This is an optimization exercise on Yosys and OpenROAD, whose aim is small area, a short achievable clock period and few clock cycles per item, not a production implementation.
RTL that was checked went through simulation tests only; none was proved equivalent to the original.
Power is estimated from default activity; no workload was simulated.

the previous run:
==> flow/design.v <==
module k7ce (
    input  wire        clk,
    input  wire        rst,         
    input  wire        cmd_valid,
    output reg         cmd_ready,
    input  wire [15:0] cmd_word,
    output reg         out_valid,
    input  wire        out_ready,
    output reg  [7:0]  out_byte,
    output wire [1:0]  st,
    output wire [7:0]  err,
    output wire        fault
);
    localparam KEY_MAX = 256;
    localparam WPORTS  = 16;    
    localparam [1:0] S_IDLE  = 2'd0,
                     S_RUN   = 2'd1,
                     S_FAULT = 2'd2;
    reg [1:0] state;
    reg [7:0] err_r;
    reg       mode;         
    reg [4:0] shift5;       
    reg       shbad;        
    reg       seedz;        
    reg [7:0] taps;
    reg       tapbad;
    reg       kempty;       
    reg       keyovf;
    reg       keybad;
    reg [7:0] wpos;         
    reg [7:0] p0n;          
    reg [7:0] qp;           
    reg [7:0] qa;           
    reg [7:0] qb;           
    reg [3:0] qc;           
    reg       wok;          
    reg       kfull;        
    reg       do_push, do_data, do_start;
    reg       pwait;        
    reg [7:0] arg_r;        
    reg [7:0] ks_r;         
    reg [5*KEY_MAX-1:0] ring;
    reg [4:0] tap;          
    reg [7:0] lfsr;
    reg       v1;
    reg [7:0] b1;
    assign st    = state;
    assign err   = err_r;
    assign fault = state[1];
    wire take = cmd_valid & cmd_ready;
    wire [7:0] op  = cmd_word[15:8];
    wire [7:0] arg = cmd_word[7:0];
    wire arg0  = (arg == 8'h00);
    wire is_keypush  = (op == 8'h01);
    wire is_setshift = (op == 8'h02);
    wire is_setseed  = (op == 8'h03);
    wire is_tapadd   = (op == 8'h04);
    wire is_start    = (op[7:1] == 7'h04) & arg0;
    wire is_data     = (op == 8'h0A);
    wire is_end      = (op == 8'h0B) & arg0;
    wire is_rst      = (op == 8'h0F) & arg0;
    wire is_param = is_keypush | is_setshift | is_setseed | is_tapadd;
    wire legal    = is_param | is_start | is_data | is_end | is_rst;
    function is_alpha(input [7:0] c);
        is_alpha = (c >= 8'h41 && c <= 8'h5A) || (c >= 8'h61 && c <= 8'h7A);
    endfunction
    wire pstore  = do_push & ~kfull & wok;
    wire [7:0] vflags = {2'b00,
                         tapbad,
                         seedz,
                         shbad,
                         keyovf | (do_push & kfull),
                         keybad | (pstore & ~is_alpha(arg_r)),
                         kempty & ~do_push};
    wire s_idle  = (state == S_IDLE);
    wire s_run   = (state == S_RUN);
    wire s_fault = state[1];
    wire ex_idle = take & ~rst & s_idle;
    wire ex_run  = take & ~rst & s_run;
    wire clr = rst | (take & is_rst) | (ex_run & is_end);
    always @(posedge clk) begin
        if (clr) begin
            state  <= S_IDLE;
            err_r  <= 8'h00;
        end else if (take & ~s_fault) begin
            if (!legal) begin
                state <= S_FAULT;
                err_r <= 8'h80;
            end else if (s_idle) begin
                if (is_start) begin
                    if (vflags != 8'h00) begin
                        state <= S_FAULT;
                        err_r <= vflags;
                    end else begin
                        state <= S_RUN;
                    end
                end else if (!is_param) begin
                    state <= S_FAULT;
                    err_r <= 8'h40;
                end
            end else begin
                if (!is_data) begin
                    state <= S_FAULT;
                    err_r <= 8'h40;
                end
            end
        end
    end
    always @(posedge clk) begin
        if (clr) begin
            shbad  <= 1'b1;
            seedz  <= 1'b1;
            taps   <= 8'h00;
            tapbad <= 1'b0;
        end else if (ex_idle) begin
            if (is_setshift)
                shbad <= (arg == 8'd0) || (arg > 8'd25);
            if (is_setseed)
                seedz <= arg0;
            if (is_tapadd) begin
                if (arg[7:3] == 5'd0)
                    taps <= taps | (8'd1 << arg[2:0]);
                else
                    tapbad <= 1'b1;
            end
        end
    end
    always @(posedge clk) begin
        if (ex_idle & is_setshift)
            shift5 <= arg[4:0];
        if (s_idle)
            mode <= op[0];
    end
    wire do_push_n  = ~rst & (pwait | (ex_idle & is_keypush));
    wire pop   = out_valid & out_ready;
    wire stall = do_data & v1;
    wire go    = do_data & ~stall;
    wire do_data_n  = ~rst & (stall | (ex_run & is_data));
    wire [7:0] soff = mode ? 8'd2 - {3'b000, shift5} : {3'b000, shift5} - 8'd1;
    wire [7:0] ks   = {lfsr[0], lfsr[1], lfsr[2], lfsr[3],
                       lfsr[4], lfsr[5], lfsr[6], lfsr[7]};
    wire       rrun = s_run & mode;
    always @(posedge clk) begin
        if (!stall)
            ks_r <= ks;
        if (!pwait && !stall)
            arg_r <= (rrun ? (arg ^ ks) : arg) + (s_run ? soff : 8'd0);
        do_push  <= do_push_n;
        do_data  <= do_data_n;
        do_start <= ~rst & ex_idle & is_start & (vflags == 8'h00);
    end
    integer i;
    always @(posedge clk) begin
        ring <= {ring[5*KEY_MAX-6:0], ring[5*KEY_MAX-1 -: 5]};
        for (i = 0; i < WPORTS; i = i + 1)
            if (pstore && wpos == i)
                ring[5*i +: 5] <= arg_r[4:0];
    end
    reg [5*KEY_MAX/8-1:0]  l1;
    reg [5*KEY_MAX/64-1:0] l2;
    reg [4:0] rd;
    integer g, m;
    always @(*) begin
        for (g = 0; g < KEY_MAX/8; g = g + 1) begin
            l1[5*g +: 5] = 5'd0;
            for (m = 0; m < 8; m = m + 1)
                l1[5*g +: 5] = l1[5*g +: 5] | (ring[5*(8*g+m) +: 5] & {5{qa[m]}});
        end
        for (g = 0; g < KEY_MAX/64; g = g + 1) begin
            l2[5*g +: 5] = 5'd0;
            for (m = 0; m < 8; m = m + 1)
                l2[5*g +: 5] = l2[5*g +: 5] | (l1[5*(8*g+m) +: 5] & {5{qb[m]}});
        end
        rd = 5'd0;
        for (g = 0; g < 4; g = g + 1)
            rd = rd | (l2[5*g +: 5] & {5{qc[g]}});
    end
    wire       wrap = (qp == wpos);    
    wire       ld   = do_start | go;
    wire [7:0] qp_n = s_idle ? ((pstore & kempty) ? 8'd0 : p0n) :
                      ld     ? (wrap ? p0n : qp) :
                               qp + 8'd1;
    always @(posedge clk) begin
        p0n <= (pstore & kempty) ? 8'd1 : p0n + 8'd1;
        if (ld)
            tap <= rd;
        qp  <= qp_n;
        qa  <= 8'd1 << qp_n[2:0];
        qb  <= 8'd1 << qp_n[5:3];
        qc  <= 4'd1 << qp_n[7:6];
    end
    wire       kempty_n = clr | (kempty & ~pstore);
    wire [7:0] wpos_n   = clr ? 8'd0 : (kempty | pstore) ? wpos : wpos + 8'd1;
    wire [7:0] p0n_n    = (pstore & kempty) ? 8'd1 : p0n + 8'd1;
    wire       wok_n    = (wpos_n < WPORTS);
    wire [7:0] wpos_c   = (kempty | pstore) ? wpos : wpos + 8'd1;
    wire       wok_c    = (wpos_c < WPORTS);   
    wire       kfull_n  = ~kempty_n & (wpos_n == p0n_n);
    wire       kfull_c  = ~(kempty & ~pstore) & (wpos_c == p0n_n);
    always @(posedge clk) begin
        kempty <= kempty_n;
        wpos   <= wpos_n;
        wok    <= wok_n;
        kfull  <= kfull_n;
        pwait  <= do_push_n & ~kfull_c & ~wok_c;
        if (clr) begin
            keyovf <= 1'b0;
            keybad <= 1'b0;
        end else begin
            if (do_push & kfull)
                keyovf <= 1'b1;
            if (pstore & ~is_alpha(arg_r))
                keybad <= 1'b1;
        end
    end
    reg [7:0] u;
    reg [7:0] uc;
    reg [7:0] w;
    reg [7:0] lfsr_next;
    integer   j, k, q;
    always @(*) begin
        uc = 8'd1;
        for (j = 1; j < 8; j = j + 1) begin
            uc[j] = 1'b0;
            for (q = 0; q < j; q = q + 1)
                uc[j] = uc[j] ^ (taps[q] & uc[j-1-q]);
        end
        for (j = 0; j < 8; j = j + 1) begin
            w[j] = 1'b0;
            for (k = j; k < 8; k = k + 1)
                w[j] = w[j] ^ (taps[7+j-k] & lfsr[k]);
        end
        for (j = 0; j < 8; j = j + 1) begin
            lfsr_next[j] = 1'b0;
            for (k = 0; k <= j; k = k + 1)
                lfsr_next[j] = lfsr_next[j] ^ (u[j-k] & w[k]);
        end
    end
    always @(posedge clk)
        u <= uc;
    always @(posedge clk) begin
        if (take & s_idle & is_setseed)
            lfsr <= arg;
        else if (take & s_run)
            lfsr <= lfsr_next;
    end
    wire [7:0] ysum = arg_r + {{3{mode}}, tap ^ {5{mode}}};
    wire [7:0] y    = mode ? ysum : (ysum ^ ks_r);
    wire       q0v = pop ? v1 : out_valid;
    wire       q1v = pop ? 1'b0 : v1;
    wire [7:0] q0b = pop ? b1 : out_byte;
    wire v1_n = ~rst & (q1v | (q0v & go));
    always @(posedge clk) begin
        out_valid <= ~rst & (q0v | go);
        v1        <= v1_n;
        out_byte  <= q0v ? q0b : y;
        b1        <= q1v ? b1  : y;
        cmd_ready <= ~((v1_n & (stall | (take & s_run))) |
                       ((pwait | (take & s_idle)) & ~wok_c));
    end
endmodule
clock: 8.0 ns
lec_check: 0
cap_margin: 20
core_margin: 2
core_utilization: 60
cts_cluster_diameter: 100
cts_cluster_size: 26
place_density: 0.75
setup_slack_margin: 5
slew_margin: 20
run.sh (not shown) runs the stock make flow with config.mk's settings and CLKGATE_MAP_FILE= SYNTH_SCRIPT=/design/flow/synth_recipe.tcl, a recipe that flattens the netlist after the stock synthesis.
The previous run: full flow OK, the timing, design-rule and antenna checks passed
Testbench counts of the previous run, summed over its fixed seeds: cycles 65,243, bytes 28,492.
Inputs modified between the previous run and the current run:
# the previous run
export LEC_CHECK = 0
export CAP_MARGIN = 20
export CORE_MARGIN = 2
export CORE_UTILIZATION = 60
export CTS_CLUSTER_DIAMETER = 100
export CTS_CLUSTER_SIZE = 26
export PLACE_DENSITY = 0.75
export SETUP_SLACK_MARGIN = 5
export SLEW_MARGIN = 20
create_clock -name core_clock -period 8.0 [get_ports {clk}]
# the current run
export LEC_CHECK = 0
export CAP_MARGIN = 20
export CORE_MARGIN = 2
export CORE_UTILIZATION = 60
export CTS_CLUSTER_DIAMETER = 100
export CTS_CLUSTER_SIZE = 22
export PLACE_DENSITY = 0.75
export SETUP_SLACK_MARGIN = 5
export SLEW_MARGIN = 20
create_clock -name core_clock -period 8.0 [get_ports {clk}]
Cmp the current run vs the previous run: total design power higher in the current run
On the current run: sequential share of layout area is 0.63 points lower than what the previous run gave.
The current run ended with more area added between synthesis and finish than the previous run.
Compared with the previous run, the current run ends up with more cell area.
The current run -> the previous run: mean routed wirelength per cell flat
Compared with the previous run, the current run shows a higher part of the cycle the worst path needs.
As far as area enclosed by the die boundary is concerned, the current run and the previous run perform about the same.
Looking only at static leakage, and setting everything else aside, the higher value of the previous run and the current run goes to the current run.

---

run A:
Another version of the RTL of k7ce (not shown whole).
For scale: about 3,200 cells after synthesis, roughly 1,400 flip-flops, ~41 I/O pins, roughly 44,000 µm² of cells after synthesis.
Design k7ce, start of the top module:
module k7ce (
    input  wire        clk,
    input  wire        rst,         
    input  wire        cmd_valid,
    output reg         cmd_ready,
    input  wire [15:0] cmd_word,
    output reg         out_valid,
    input  wire        out_ready,
    output reg  [7:0]  out_byte,
    output wire [1:0]  st,
    output wire [7:0]  err,
    output wire        fault
);
    localparam KEY_MAX = 256;
    localparam WPORTS  = 16;    
    localparam [1:0] S_IDLE  = 2'd0,
                     S_RUN   = 2'd1,
                     S_FAULT = 2'd2;
    reg [1:0] state;
    reg [7:0] err_r;
    reg       mode;         
    reg [4:0] shift5;       
    reg       shbad;        
    reg       seedz;        
    reg [7:0] taps;
    reg       tapbad;
    reg       kempty;       
    reg       keyovf;
    reg       keybad;
    reg [7:0] wpos;         
    reg [7:0] p0n;          
    reg [7:0] qp;           
    reg [1:0] qpn;          
    reg       wok;          
    reg       kfull;        
    reg       do_push, do_data, do_start;
    reg       pwait;        
    reg [7:0] arg_r;        
    reg [7:0] ks_r;         
    reg [5*KEY_MAX-1:0] ring;
    reg [4:0] tap;          
    reg [7:0] lfsr;
    reg       v1;
    reg [7:0] b1;
    assign st    = state;
    assign err   = err_r;
    assign fault = state[1];
    wire take = cmd_valid & cmd_ready;
    wire [7:0] op  = cmd_word[15:8];
    wire [7:0] arg = cmd_word[7:0];
    wire arg0  = (arg == 8'h00);
    wire is_keypush  = (op == 8'h01);
    wire is_setshift = (op == 8'h02);
    wire is_setseed  = (op == 8'h03);
    wire is_tapadd   = (op == 8'h04);
    wire is_start    = (op[7:1] == 7'h04) & arg0;
    wire is_data     = (op == 8'h0A);
    wire is_end      = (op == 8'h0B) & arg0;
    wire is_rst      = (op == 8'h0F) & arg0;
    wire is_param = is_keypush | is_setshift | is_setseed | is_tapadd;
    wire legal    = is_param | is_start | is_data | is_end | is_rst;
    function is_alpha(input [7:0] c);
        is_alpha = (c >= 8'h41 && c <= 8'h5A) || (c >= 8'h61 && c <= 8'h7A);
    endfunction
    wire pstore  = do_push & ~kfull & wok;
    wire [7:0] vflags = {2'b00,
                         tapbad,
  ...
make LEC_CHECK=0 CAP_MARGIN=20 CORE_MARGIN=2 CORE_UTILIZATION=60 CTS_CLUSTER_DIAMETER=100 CTS_CLUSTER_SIZE=22 PLACE_DENSITY=0.75 SETUP_SLACK_MARGIN=5 SLEW_MARGIN=20 finish   # period 8.0 ns
Testbench counts of run A, summed over its fixed seeds: cycles 65,243, bytes 28,492.
### run A -> run B
- CAP_MARGIN changed from 20 to 5
- SLEW_MARGIN changed from 20 to 5
==> comparison <==
- Run B reached the final stage; the timing, design-rule and antenna checks on its layout passed.
- Run A -> run B: final wirelength delta 0, exact match
- Reported for run B and run A, number of hold buffers added after CTS turned out identical to the last digit.
- Diff run A..run B | overall power consumption | unchanged
- Multi-input gate share of the layout cell area came out exactly the same in run B and run A.
- Run A → run B: count of flip-flops and latches ~0 delta, number of vias in the routed layout shows no meaningful change, transition time at the pin with the least slew margin held steady, multi-input gate area in the final layout barely changed, clock buffer count about even.
--- input diff run B..run C ---
- swapping 22 for 26 in CTS_CLUSTER_SIZE
- swapping 5 for 20 in CAP_MARGIN
- swapping 5 for 20 in SLEW_MARGIN
--- outcome ---
Compared with run B, run C is the less power-hungry design. Count of non-CTS buffers in the layout, run B and run C, higher one = run B. Summary of the comparison: final design instance area without fill is lower in run C, relative to run B. Run C ended up with a lower count of instances resized after the clock tree is built than run B did. Relative to run B, the total of clock buffers placed in the layout measured on run C has decreased by more than 10%. Met2 routing resource usage after global routing: run C vs run B down 0.54 points. Compared to run B, run C has wire length after detailed routing about 1.5% lower.

---

k7ce, a different RTL version from the one above (not shown whole).
Size in the first run: roughly 3200 cells after synthesis, ~41 I/O pins.
make LEC_CHECK=0 CAP_MARGIN=20 CORE_MARGIN=2 CORE_UTILIZATION=60 CTS_CLUSTER_DIAMETER=100 CTS_CLUSTER_SIZE=22 PLACE_DENSITY=0.75 SETUP_SLACK_MARGIN=5 SLEW_MARGIN=20 finish   # period 8.0 ns
Testbench counts at the start, summed over its fixed seeds: cycles 65,243, bytes 28,492.
Next try:
--- a/flow/config.mk
+++ b/flow/config.mk
@@ -11,4 +11,5 @@
 export CTS_CLUSTER_DIAMETER = 100
 export CTS_CLUSTER_SIZE = 22
+export GPL_TIMING_DRIVEN = 0
 export PLACE_DENSITY = 0.75
 export SETUP_SLACK_MARGIN = 5
What happened: Total power came out higher by 4.2%. Maximum frequency went down by 4.7%. Register-to-register slack degrades by 0.15 ns. Cell count goes up by 4.2%. Area after synthesis does not change. Wire length climbs by 28%. Final area rises by 2.2%. Sequential share of layout area goes down by 1.5 points. Synthesized cell count does not change. Die area stays the same. Flip-flop and latch count is unchanged.

---

## job 101
k7ce, a different RTL version from the one above (not shown whole).
For scale: roughly 2700 cells after synthesis, ~1400 flip-flops, ~44000 um2 of cells after synthesis.
clock: 8.0 ns
lec_check: 0
cap_margin: 20
core_margin: 2
core_utilization: 70
cts_cluster_diameter: 100
cts_cluster_size: 22
place_density: 0.85
setup_slack_margin: 5
slew_margin: 20
> inputs changed (job 101 -> job 102)
--- a/flow/config.mk
+++ b/flow/config.mk
@@ -9,6 +9,6 @@
 export CORE_MARGIN = 2
-export CORE_UTILIZATION = 70
+export CORE_UTILIZATION = 60
 export CTS_CLUSTER_DIAMETER = 100
 export CTS_CLUSTER_SIZE = 22
-export PLACE_DENSITY = 0.85
+export PLACE_DENSITY = 0.75
 export SETUP_SLACK_MARGIN = 5
Findings:
- Compared with job 101, job 102 shows top achievable clock speed higher by 10 MHz.
- Job 102 vs. job 101: overall power went down by 0.32%.
- The die extent in y in job 102 sits 20 um above the value recorded for job 101.
- Summary — proportion of cell area occupied by registers, job 102 relative to job 101: lower, by 0.49 points.
- Post-CTS setup-driven buffer insertion count, job 101 and job 102: lower on job 102
- Summary of job 102 over job 101: total stage count of the critical path went up by 1; finished layout cell area higher; placed cell count rose 3.3%; via count went down by 956.
Function was not checked in any run of this note: the RTL went through the layout flow alone.

[re-timing with driven ports]
The flow's constraints put no driver on any port. The routed layouts listed below were extracted and timed again, unchanged, in two steps.
Step 1, drivers: a clkbuf_16 drives clk and a buf_2 each remaining input, both assumed.
Step 2 times the ports against the registers' clock, not the clock port: input delays grow and output delays shrink by t, the midpoint of the rising clock arrivals with the driver on.
Slacks: no drivers / after step 1 / after step 2; pairs: no drivers / after step 1.
run | t (ns) | setup WS [ns] | hold WS [ns] | worst register clock-pin slew, ns | pins driven straight from the clock port
the previous run | 0.724 | 5.042 / 4.971 / 4.325 | 0.323 / 0.323 / 0.323 | 0.11 / 0.11 | 1
the current run | 0.696 | 5.019 / 4.953 / 4.385 | 0.340 / 0.340 / 0.340 | 0.09 / 0.09 | 1
run A | 0.714 | 5.018 / 4.973 / 4.345 | 0.336 / 0.336 / 0.336 | 0.09 / 0.09 | 1
run B | 0.714 | 5.018 / 4.973 / 4.345 | 0.336 / 0.336 / 0.336 | 0.09 / 0.09 | 1
run C | 0.740 | 4.954 / 4.933 / 4.324 | 0.342 / 0.342 / 0.342 | 0.11 / 0.11 | 1
the first run of note 3 | 0.700 | 5.034 / 4.995 / 4.368 | 0.342 / 0.342 / 0.342 | 0.09 / 0.09 | 1
the second run of note 3 | 0.722 | 4.887 / 4.887 / 4.366 | 0.342 / 0.342 / 0.342 | 0.10 / 0.10 | 1
job 101 | 0.712 | 4.784 / 4.784 / 4.369 | 0.323 / 0.323 / 0.323 | 0.10 / 0.10 | 1
job 102 | 0.695 | 4.887 / 4.887 / 4.397 | 0.336 / 0.336 / 0.336 | 0.10 / 0.10 | 1
After both steps every run listed still meets setup and hold. The setup slack of the previous run, which loses most, moves by -0.071 ns with the drivers and by -0.717 ns with both steps.
